This design comes from an exercise in tuning for small area, a short achievable clock period and few clock cycles per item on the open sky130 flow, not from production work.
The RTL was checked by simulation tests, not by an equivalence proof against the original design.

oak:
==> flow/design.v <==
module tea_cbc_engine (
    input  wire         clk,
    input  wire         rst,
    input  wire         in_valid,
    output wire         in_ready,
    input  wire [1:0]   in_op,
    input  wire         in_first,
    input  wire [127:0] in_key,
    input  wire [31:0]  in_a,
    input  wire [31:0]  in_b,
    output wire         out_valid,
    input  wire         out_ready,
    output wire [31:0]  out_a,
    output wire [31:0]  out_b
);
    reg [31:0] p, q;           
    reg [63:0] kr;             
    reg [31:0] cv_a, cv_b;     
    reg        cvz;            
    reg [5:0]  n;              
    reg        run, fixe, fixd, outv, dec;
    reg [31:0] s;              
    function [31:0] s_of;
        input [4:0] j;
        begin
            case (j)
            5'd0: s_of = 32'h9E3779B9;
            5'd1: s_of = 32'h3C6EF372;
            5'd2: s_of = 32'hDAA66D2B;
            5'd3: s_of = 32'h78DDE6E4;
            5'd4: s_of = 32'h1715609D;
            5'd5: s_of = 32'hB54CDA56;
            5'd6: s_of = 32'h5384540F;
            5'd7: s_of = 32'hF1BBCDC8;
            5'd8: s_of = 32'h8FF34781;
            5'd9: s_of = 32'h2E2AC13A;
            5'd10: s_of = 32'hCC623AF3;
            5'd11: s_of = 32'h6A99B4AC;
            5'd12: s_of = 32'h08D12E65;
            5'd13: s_of = 32'hA708A81E;
            5'd14: s_of = 32'h454021D7;
            5'd15: s_of = 32'hE3779B90;
            5'd16: s_of = 32'h81AF1549;
            5'd17: s_of = 32'h1FE68F02;
            5'd18: s_of = 32'hBE1E08BB;
            5'd19: s_of = 32'h5C558274;
            5'd20: s_of = 32'hFA8CFC2D;
            5'd21: s_of = 32'h98C475E6;
            5'd22: s_of = 32'h36FBEF9F;
            5'd23: s_of = 32'hD5336958;
            5'd24: s_of = 32'h736AE311;
            5'd25: s_of = 32'h11A25CCA;
            5'd26: s_of = 32'hAFD9D683;
            5'd27: s_of = 32'h4E11503C;
            5'd28: s_of = 32'hEC48C9F5;
            5'd29: s_of = 32'h8A8043AE;
            5'd30: s_of = 32'h28B7BD67;
            5'd31: s_of = 32'hC6EF3720;
            endcase
        end
    endfunction
    function [31:0] add;
        input [31:0] x, y;
        input        inv, ci;
        reg   [31:0] u, g, p, gn, pn;
        integer      i, j, l;
        begin
            u = x ^ {32{inv}};
            g = u & y;
            p = u ^ y;
            g[0] = g[0] | (p[0] & ci);
            for (l = 0; l < 5; l = l + 1) begin
                gn = g; pn = p;
                for (i = 0; i < 32; i = i + 1)
                    if ((i >> l) & 1) begin
                        j = ((i >> l) << l) - 1;
                        gn[i] = g[i] | (p[i] & g[j]);
                        pn[i] = p[i] & p[j];
                    end
                g = gn; p = pn;
            end
            add = x ^ y ^ {g[30:0], ci};
        end
    endfunction
    wire [5:0]  n1 = n + 6'd1;
    wire [31:0] ka = kr[31:0];
    wire [31:0] kb = kr[63:32];
    wire [31:0] t1 = {add({4'b0, q[27:0]}, {4'b0, ka[31:4]}, 1'b0, 1'b0), ka[3:0]};
    wire [31:0] t2 = add(q, s, 1'b0, 1'b0);
    wire [31:0] t3 = add({5'b0, q[31:5]}, kb, 1'b0, 1'b0);
    wire [31:0] mx = t1 ^ t2 ^ t3;
    wire [31:0] nw = add(p, mx, dec, 1'b0);
    wire in_dec = in_op[0];
    wire use_cv = in_op[1] & ~in_first & ~cvz;
    wire [31:0] ch_a = use_cv ? cv_a : 32'd0;
    wire [31:0] ch_b = use_cv ? cv_b : 32'd0;
    wire fix  = fixe | fixd;
    wire busy = run | fix;
    wire last = run & (n == 6'd63);
    wire load = in_valid & ~busy & (~outv | out_ready);
    wire acc  = (last & ~dec) | fixd;      
    assign in_ready  = acc;
    assign out_valid = outv;
    assign out_a     = p;
    assign out_b     = q;
    always @(posedge clk) begin
        if (run) begin
            kr <= (~n[0] ^ dec) ? in_key[127:64] : in_key[63:0];
            s  <= s_of(n1[5:1] ^ {5{dec}});
        end else begin
            kr <= in_dec ? in_key[127:64] : in_key[63:0];
            s  <= s_of({5{in_dec}});
        end
        if (load) begin
            n   <= 6'd0;
            dec <= in_dec;
            p   <= in_b;
            q   <= in_a;
        end else if (fix) begin
            p <= q ^ ch_a;
            q <= p ^ ch_b;
        end else if (run) begin
            n <= n1;
            p <= q;
            q <= nw;
        end
        if (rst) begin
            run  <= 1'b0;
            fixe <= 1'b0;
            fixd <= 1'b0;
            outv <= 1'b0;
            cvz  <= 1'b1;
        end else begin
            fixe <= load & ~in_dec;
            fixd <= last & dec;
            if (load & in_dec | fixe)
                run <= 1'b1;
            else if (last)
                run <= 1'b0;
            if (acc)
                outv <= 1'b1;
            else if (out_ready)
                outv <= 1'b0;
            if (acc & in_op[1]) begin
                cvz <= 1'b0;
                if (dec) begin
                    cv_a <= in_a;
                    cv_b <= in_b;
                end else begin
                    cv_a <= q;
                    cv_b <= nw;
                end
            end
        end
    end
endmodule
Settings: LEC_CHECK=0, CAP_MARGIN=20, CORE_MARGIN=2, CORE_UTILIZATION=40, CTS_BUF_LIST=sky130_fd_sc_hd__clkbuf_4, SETUP_SLACK_MARGIN=5, SLEW_MARGIN=20; clock period 11.0 ns.
standard.sh (not shown) runs the stock make flow with config.mk's settings and CLKGATE_MAP_FILE= SYNTH_SCRIPT=/design/flow/synth_recipe.tcl, a recipe that flattens the netlist after the stock synthesis.
==> flow/flow/run.sh <==
#!/bin/bash
# The standard layout (standard.sh) with one change: buffer_ports buffers
# every input and output port with sky130_fd_sc_hd__buf_1 rather than the
# cell it picks itself (clkdlybuf4s50_1, 2.7 times the area).
set -euo pipefail
bash standard.sh BUFFER_PORTS_ARGS="-buffer_cell sky130_fd_sc_hd__buf_1" finish > standard.log 2>&1
oak completed every stage of the flow, and the final layout passed the timing, design-rule and antenna checks.
Testbench counts of oak, summed over its fixed seeds: cycles 211,208, items 3,200.
[inputs] pine vs oak
Settings: CTS_BUF_LIST changed from sky130_fd_sc_hd__clkbuf_4 to sky130_fd_sc_hd__clkbuf_16; CTS_CLUSTER_SIZE newly set to 24; CTS_CLUSTER_DIAMETER newly set to 80.
==> run summary <==
- Changes observed in pine relative to oak: register-to-register slack lower, smallest setup slack after layout shrank by 0.036 ns, detailed-route wire length went down by about 1.5%, cell area after layout fell 0.55%.
[inputs] birch vs pine
Settings: CTS_CLUSTER_SIZE no longer set, was 24; SETUP_SLACK_MARGIN no longer set, was 5; CTS_BUF_LIST no longer set, was sky130_fd_sc_hd__clkbuf_16; CTS_CLUSTER_DIAMETER no longer set, was 80.
==> flow/flow/run.sh <==
#!/bin/bash
# The standard layout (standard.sh) with one change: buffer_ports buffers
# every input and output port with sky130_fd_sc_hd__buf_1 rather than the
# cell it picks itself (clkdlybuf4s50_1, 2.7 times the area).
# Timing repair aims 6.5 ns below the clock period.
set -euo pipefail
bash standard.sh BUFFER_PORTS_ARGS="-buffer_cell sky130_fd_sc_hd__buf_1" SETUP_SLACK_MARGIN=6.5 finish > standard.log 2>&1
==> run summary <==
- Looking at setup slack, birch sits 0.51 ns higher than pine does.
- birch vs pine — pin count of the biggest net entering global routing climbed by a few percent
Inputs modified between birch and maple:
Settings: putting CTS_CLUSTER_SIZE at 14 where nothing was set; putting CTS_BUF_LIST at sky130_fd_sc_hd__clkbuf_8 where nothing was set; putting SETUP_SLACK_MARGIN at 5 where nothing was set; putting CTS_CLUSTER_DIAMETER at 60 where nothing was set.
==> flow/flow/run.sh <==
#!/bin/bash
# The standard layout (standard.sh) with one change: buffer_ports buffers
# every input and output port with sky130_fd_sc_hd__buf_1 rather than the
# cell it picks itself (clkdlybuf4s50_1, 2.7 times the area).
set -euo pipefail
bash standard.sh BUFFER_PORTS_ARGS="-buffer_cell sky130_fd_sc_hd__buf_1" finish > standard.log 2>&1
Findings:
- maple did not stop at any stage, and its layout met the timing, design-rule and antenna checks.
- In maple the clock skew turned out 0.032 ns higher than in birch.
- maple — total length of routed met2 wires about 5% lower, birch as reference
- Higher wire length of the first global-routing pass among maple and birch: birch
- Compared to birch, maple has average via count per standard cell 0.079 lower.
- Synthesis-to-layout area growth: maple vs birch down 9.2 points
- birch was routed with more vias than maple.

==> static timing again, ports no longer ideal <==
No port has a modelled driver above. Below, the same layouts with a new extraction and two added sets of constraints. Step 1: set_driving_cell puts a clkbuf_16 on clk and a buf_2 on each other input, an assumption about the parent block. Step 2, shift: input delay + t, output delay - t, t = (earliest + latest rising clock arrival at the registers) / 2. This alone moves slack from input paths to output paths. Three values: ideal ports, drivers, drivers and shift; two values: the first two.
run | t (ns) | slack for setup (ns) | latest minus earliest clock arrival (ns) | worst slew at a driven data input, ns
oak | 0.791 | 5.379 / 5.379 / 5.379 | 0.076 / 0.076 | 0.09
pine | 0.593 | 5.343 / 5.343 / 5.343 | 0.026 / 0.025 | 0.08
birch | 0.615 | 5.849 / 5.849 / 5.849 | 0.014 / 0.015 | 0.08
maple | 0.679 | 5.304 / 5.304 / 5.304 | 0.047 / 0.047 | 0.09
After both steps setup and hold are still met in every run listed.
